What follows belongs to an exercise in optimizing a design on an open flow for small area, a short achievable clock period and few clock cycles per item; a production flow would make more cautious choices. Function was checked by simulation only, so behaviour that the tests miss may differ from the original. No activity file was given, so power comes from the tool's default toggle rates.

--- flow/design.v ---
module cnetz_bchdec (
    input  wire [14:0] w,
    output reg  [6:0]  data,    
    output reg  [1:0]  nerr,    
    output reg         fail     
);
    localparam [55:0] GEN = 56'hE8_74_3A_1D_E6_73_D1;
    reg [7:0]  syn;      
    reg [7:0]  syn_i;
    reg [7:0]  syn_j;
    reg [14:0] fix;      
    reg        found;
    integer    i, j;
    always @* begin
        syn = w[7:0];
        for (i = 8; i < 15; i = i + 1)
            if (w[i])
                syn = syn ^ GEN[8*(i-8) +: 8];
        fix   = 15'd0;
        nerr  = 2'd0;
        found = (syn == 8'd0);
        for (i = 0; i < 15; i = i + 1) begin
            syn_i = (i >= 8) ? GEN[8*(i-8) +: 8] : (8'd1 << i);
            if (!found && syn == syn_i) begin
                found  = 1'b1;
                fix[i] = 1'b1;
                nerr   = 2'd1;
            end
        end
        for (i = 0; i < 15; i = i + 1) begin
            syn_i = (i >= 8) ? GEN[8*(i-8) +: 8] : (8'd1 << i);
            for (j = i + 1; j < 15; j = j + 1) begin
                syn_j = (j >= 8) ? GEN[8*(j-8) +: 8] : (8'd1 << j);
                if (!found && syn == (syn_i ^ syn_j)) begin
                    found  = 1'b1;
                    fix[i] = 1'b1;
                    fix[j] = 1'b1;
                    nerr   = 2'd2;
                end
            end
        end
        fail = !found;
        if (fail)
            nerr = 2'd0;
        data = w[14:8] ^ fix[14:8];
    end
endmodule
module cnetz_rxdec (
    input  wire         clk,
    input  wire         rst,           
    input  wire         in_valid,
    output wire         in_ready,
    input  wire [149:0] in_frame,
    output reg          out_valid,
    input  wire         out_ready,
    output reg  [2:0]   out_stat,      
    output reg  [63:0]  out_payload,
    output reg  [5:0]   out_pad,
    output reg  [19:0]  out_eflags,    
    output reg  [4:0]   out_errcnt
);
    localparam [2:0] ST_OK        = 3'd1;
    localparam [2:0] ST_CORRECTED = 3'd2;
    localparam [2:0] ST_UNCORR    = 3'd3;
    localparam [2:0] ST_IDLE      = 3'd4;
    wire [14:0] word [0:9];
    wire [6:0]  data [0:9];
    wire [1:0]  nerr [0:9];
    wire [9:0]  fail;
    genvar g, c;
    generate
        for (g = 0; g < 10; g = g + 1) begin : lane
            for (c = 0; c < 15; c = c + 1) begin : bitmap
                assign word[g][14-c] = in_frame[149 - (10*c + g)];
            end
            cnetz_bchdec u_dec (
                .w    (word[g]),
                .data (data[g]),
                .nerr (nerr[g]),
                .fail (fail[g])
            );
        end
    endgenerate
    wire [69:0] info = {data[0], data[1], data[2], data[3], data[4],
                        data[5], data[6], data[7], data[8], data[9]};
    wire [63:0] payload = info[69:6];
    wire [5:0]  pad     = info[5:0];
    wire [19:0] eflags = {nerr[9], nerr[8], nerr[7], nerr[6], nerr[5],
                          nerr[4], nerr[3], nerr[2], nerr[1], nerr[0]};
    reg [4:0] errcnt;
    integer k;
    always @* begin
        errcnt = 5'd0;
        for (k = 0; k < 10; k = k + 1)
            errcnt = errcnt + {3'd0, nerr[k]};
    end
    wire idle = (payload == 64'd0) || (payload == {64{1'b1}});
    reg [2:0] stat;
    always @* begin
        if (|fail)
            stat = ST_UNCORR;
        else if (idle)
            stat = ST_IDLE;
        else if (errcnt == 5'd0)
            stat = ST_OK;
        else
            stat = ST_CORRECTED;
    end
    assign in_ready = !out_valid || out_ready;
    always @(posedge clk) begin
        if (rst)
            out_valid <= 1'b0;
        else if (in_ready)
            out_valid <= in_valid;
    end
    always @(posedge clk) begin
        if (in_valid && in_ready) begin
            out_stat    <= stat;
            out_payload <= payload;
            out_pad     <= pad;
            out_eflags  <= eflags;
            out_errcnt  <= errcnt;
        end
    end
endmodule
--- flow/run.sh ---
#!/bin/bash
# synth_recipe.tcl (not shown) runs the flow's synth.tcl, then flattens the netlist and writes it again
# the make line also repeats each setting of config.mk as NAME=value (left out here)
make -C /OpenROAD-flow-scripts/flow DESIGN_CONFIG=/design/flow/config.mk WORK_HOME=/design/flow/orfs CLKGATE_MAP_FILE= SYNTH_SCRIPT=/design/flow/synth_recipe.tcl finish
--- flow/config.mk ---
export PLATFORM = sky130hd
export DESIGN_NAME = cnetz_rxdec
export DESIGN_NICKNAME = cnetz_rxdec
export VERILOG_FILES = /design/flow/design.v
export SDC_FILE = /design/flow/constraint.sdc
export NUM_CORES = 4
export LEC_CHECK = 0
export CAP_MARGIN = 20
export CORE_MARGIN = 2
export CORE_UTILIZATION = 40
export SLEW_MARGIN = 20
--- flow/constraint.sdc ---
create_clock -name core_clock -period 10.0 [get_ports {clk}]
set_input_delay 2.0000 -clock core_clock [delete_from_list [all_inputs] [get_ports {clk}]]
set_output_delay 2.0000 -clock core_clock [all_outputs]
set_load 0.01 [all_outputs]
==> run notes <==
routing by layer:
metal  global-route usage (%)  vias to the layer above  share of wire [%]  wire length [µm]
li1                         -                    13900                  -                 -
met2                    53.95                     2558                 43             49850
met1                    50.04                    14560                 41             48020
met3                    7.341                      393                 12             14130
met5                        0                        -                  0                 0
met4                    10.60                        0                3.8              4366
flip-flops by register name, summed over array words and instances, names as in the netlist:
signal / flops
out_pad: 6
out_errcnt: 5
out_stat: 3
out_eflags: 20
out_payload: 64
out_valid: 1
cell families after synthesis:
kind of cell	after synthesis	synth area share (%)
DFF	99	12.13
adders and majority gates	18	1.352
AOI/OAI and AO/OA	936	26.18
muxes	36	1.526
and+or+nand+nor	1546	31.22
buffers and inverters	342	5.709
xor gates and xnor gates	502	21.90
cell usage after synthesis (all sizes together), types with 14 or more instances:
cell type / count / area (µm²)
inv: 44 / 165.2
o2111ai: 26 / 227.7
a31oi: 76 / 475.5
fa: 14 / 280.3
xnor2: 296 / 2791
or3: 25 / 156.4
or4: 25 / 187.7
o32ai: 24 / 217.7
a211oi: 54 / 410.4
clkbuf: 200 / 753.2
a32oi: 25 / 219.0
nor3: 215 / 1081
a221oi: 15 / 131.4
nand3: 182 / 910.9
nand2: 371 / 1393
o221ai: 17 / 148.9
xor2: 154 / 1371
nor2: 331 / 1242
and3: 21 / 131.4
mux2i: 26 / 260.3
o311ai: 17 / 148.9
nand4: 152 / 950.9
nor4: 139 / 890.9
a21oi: 179 / 895.9
a2111oi: 30 / 271.5
o31ai: 33 / 247.7
nand4b: 16 / 140.1
a22oi: 26 / 195.2
o21ai: 161 / 805.8
edfxtp: 98 / 2943
o211ai: 57 / 427.9
a211o: 15 / 131.4
a311oi: 14 / 122.6
o22ai: 64 / 400.4
xnor3: 43 / 973.4
buf: 98 / 476.7
final cells by class:
class | instances | share of cell area (%)
multi-input cells | 3038 | 68.53
repair buffers | 562 | 16.50
flip-flops and latches | 99 | 10.02
well taps | 782 | 3.311
clock buffers | 9 | 0.7620
inverters | 44 | 0.5588
clock inverters | 7 | 0.2879
diodes | 3 | 0.02540
how the worst max path moves through the flow:
stage                              from           to  slack (ns)  cells after the start
after global placement     in_frame[84]  out_stat[0]        0.30                     22
after floorplan           in_frame[138]  out_stat[0]        1.23                     23
final                      in_frame[84]  out_stat[0]        0.67                     22
after CTS                  in_frame[93]  out_stat[0]        0.78                     23
after detailed placement   in_frame[93]  out_stat[0]        0.36                     23
after global routing       in_frame[93]  out_stat[0]        0.23                     23
stage by stage:
| step | hold WS [ns] | cell area, µm² | worst slack [ns] |
|---|---|---|---|
| after floorplan | 0.5930 | 24430 | 1.234 |
| after global placement | 0.5298 | 29210 | 0.3004 |
| after detailed placement | 0.5370 | 29210 | 0.3601 |
| after CTS | 0.5482 | 29520 | 0.7754 |
| after global routing | 0.5832 | 29550 | 0.2349 |
| final | 0.5436 | 29550 | 0.6694 |
critical path: stages:
cell and delay, ns:
clkdlybuf4s50_1 0.78, xnor2_1 0.30, xnor2_1 0.77, nor3_1 0.27, a31oi_1 0.28, o211ai_1 0.24
or4_1 0.51, nor4_1 0.33, and4_1 0.31, nor2_1 0.09, fa_1 0.53, fa_1 0.44
fa_1 0.55, inv_1 0.05, fa_1 0.59, inv_1 0.06, ha_1 0.28, a21o_1 0.17
a21oi_1 0.17, xnor2_1 0.11, or4_1 0.52, o31ai_1 0.21
power groups by stage:
stage	Combinational (mW)	Sequential, mW	Clock, mW
after floorplan	3.27	0.734	0
after global placement	5.20	0.711	0
after detailed placement	5.10	0.710	0
after CTS	5.14	0.703	0.419
after global routing	5.67	0.710	0.428
final	5.30	0.706	0.409
==> impl_metrics.json <==
{
  "io_buffers": 253,
  "p_int_mw": 2.762,
  "numCtsBuffers": 9,
  "row_count": 90,
  "holdPathStages": 2,
  "rrSetupSlack_ns": 7.74,
  "vias": 31410,
  "die_area_um2": 63080,
  "hpwl_mm": 88.71,
  "power.leakage_nw": 10.25,
  "grt_overflow": 0,
  "final_common_cell": "nand2_1",
  "tightest_slew_ns": 1.159,
  "worstPathRequired_ns": 10.24,
  "slew_viol_final": 0,
  "postCtsHoldBufs": 0,
  "hold_viol_final": 0,
  "drc": 0,
  "power.share.sequential_pct": 11.0,
  "grt_util_all_layers_pct": 35.40,
  "stdcell_count": 4544,
  "cts_root_buf": "clkbuf_16",
  "multi_input_area_um2": 20250,
  "finalPower_mw": 6.416,
  "dp_cells": 4525,
  "postCtsSetupBuffers": 0,
  "cts_resized": 0,
  "cts.sinks": 99,
  "grt_pass1_wl_mm": 177.5,
  "seq_area_um2": 2963,
  "clkLatencyLatePin_ns": 0.42,
  "finalCritPeriodShare_pct": 93.31,
  "via_per_inst": 6.912,
  "hold_end": "out_valid",
  "coreArea_um2": 60360,
  "critical_path.endpoint_type": "flip-flop",
  "synth_area_um2": 24430,
  "crit_arrival_ns": 9.57,
  "fill_cells": 6154,
  "nets": 3926,
  "synth_edf_count": 98,
  "yosysUniqueCellTypes": 96,
  "synth_seq_cells": 99,
  "finalSetupTns_ns": 0,
  "rr_startpoint": "out_valid",
  "critPathKind": "in2reg",
  "h-tree-depth": 3,
  "layout_common_cells": "nand2_1 (371), nor2_1 (331), buf_4 (307)",
  "grt_max_degree": 52,
  "boundaryPins": 254,
  "clkTransAtPathRegs_ns": 0.09,
  "p_clk_share_pct": 6.4,
  "power_per_cell_area_nw_per_um2": 217.1,
  "fin_crit_ns": 9.331,
  "ys_warn_count": 2,
  "die_y_um": 251.2,
  "fin_util_pct": 48.97,
  "start_util_pct": 40.48,
  "grt_pass1_vias": 28440,
  "syn_nets": 3651,
  "reg2reg_depth": 3,
  "power_switching_mw": 3.654,
  "wl_mm": 116.4,
  "avgSynthCellArea_um2": 7.023,
  "synth_ff_type": "edfxtp_1",
  "p_comb_share_pct": 82.6,
  "cts_tree": "built",
  "drtAntennaViolNets": 0,
  "antenna_found_initial": 0,
  "min_from": "out_valid",
  "fin_skew_ns": 0.01855,
  "syn2layout_area_growth_pct": 20.95,
  "vdd_drop_max_mv": 0.3489,
  "crit_fanout": 9,
  "synthCells": 3479,
  "rr_endpoint": "out_pad[0]",
  "drive_gt1_share_pct": 10.99,
  "setup_viol": 0,
  "place_congestion": 1.051,
  "die_w_um": 251.2,
  "min_path_type": "reg2reg",
  "initialDrtViolationCount": 5444,
  "max_slew_margin_pct": 22.15,
  "cap_violations": 0,
  "switching_share_pct": 56.95,
  "outcome": "complete, no violations",
  "startpoint_type": "input pin",
  "grt_setup_unrepaired": "false",
  "synthArstFlopShare_pct": 0,
  "synth_seq_area_share_pct": 12.13,
  "clockBufferDepth": 2,
  "drt-pass1-iter-count": 6,
  "wl_per_cell_um": 25.61,
  "max_freq_mhz": 107.2
}
Testbench counts, summed over its fixed seeds: cycles 4,008, items 4,000.

## re-timing with driven ports
In the flow no input, the clock included, has a driving cell. The finished layout below was timed again as built, in two steps. Step 1 assumes that a clkbuf_16 drives the clock port and a buf_2 every other input. Step 2 adds t to the input delays and takes it off the output delays; t is the mean of the earliest and latest rising clock arrival at the registers after step 1. Input paths then give back, and output paths get back, about the clock's delay inside the block. Three values: ideal, step 1, step 2; two values: the first two.
t, ns: 0.454
slack for setup (ns): 0.669 / 0.691 / 0.237
worst register clock-pin slew, ns: 0.10 / 0.10
worst slew at a driven data input, ns: 0.06
After both steps setup and hold are still met in this run. For this run, drivers alone change the setup slack by +0.022 ns; drivers and shift together by -0.432 ns.
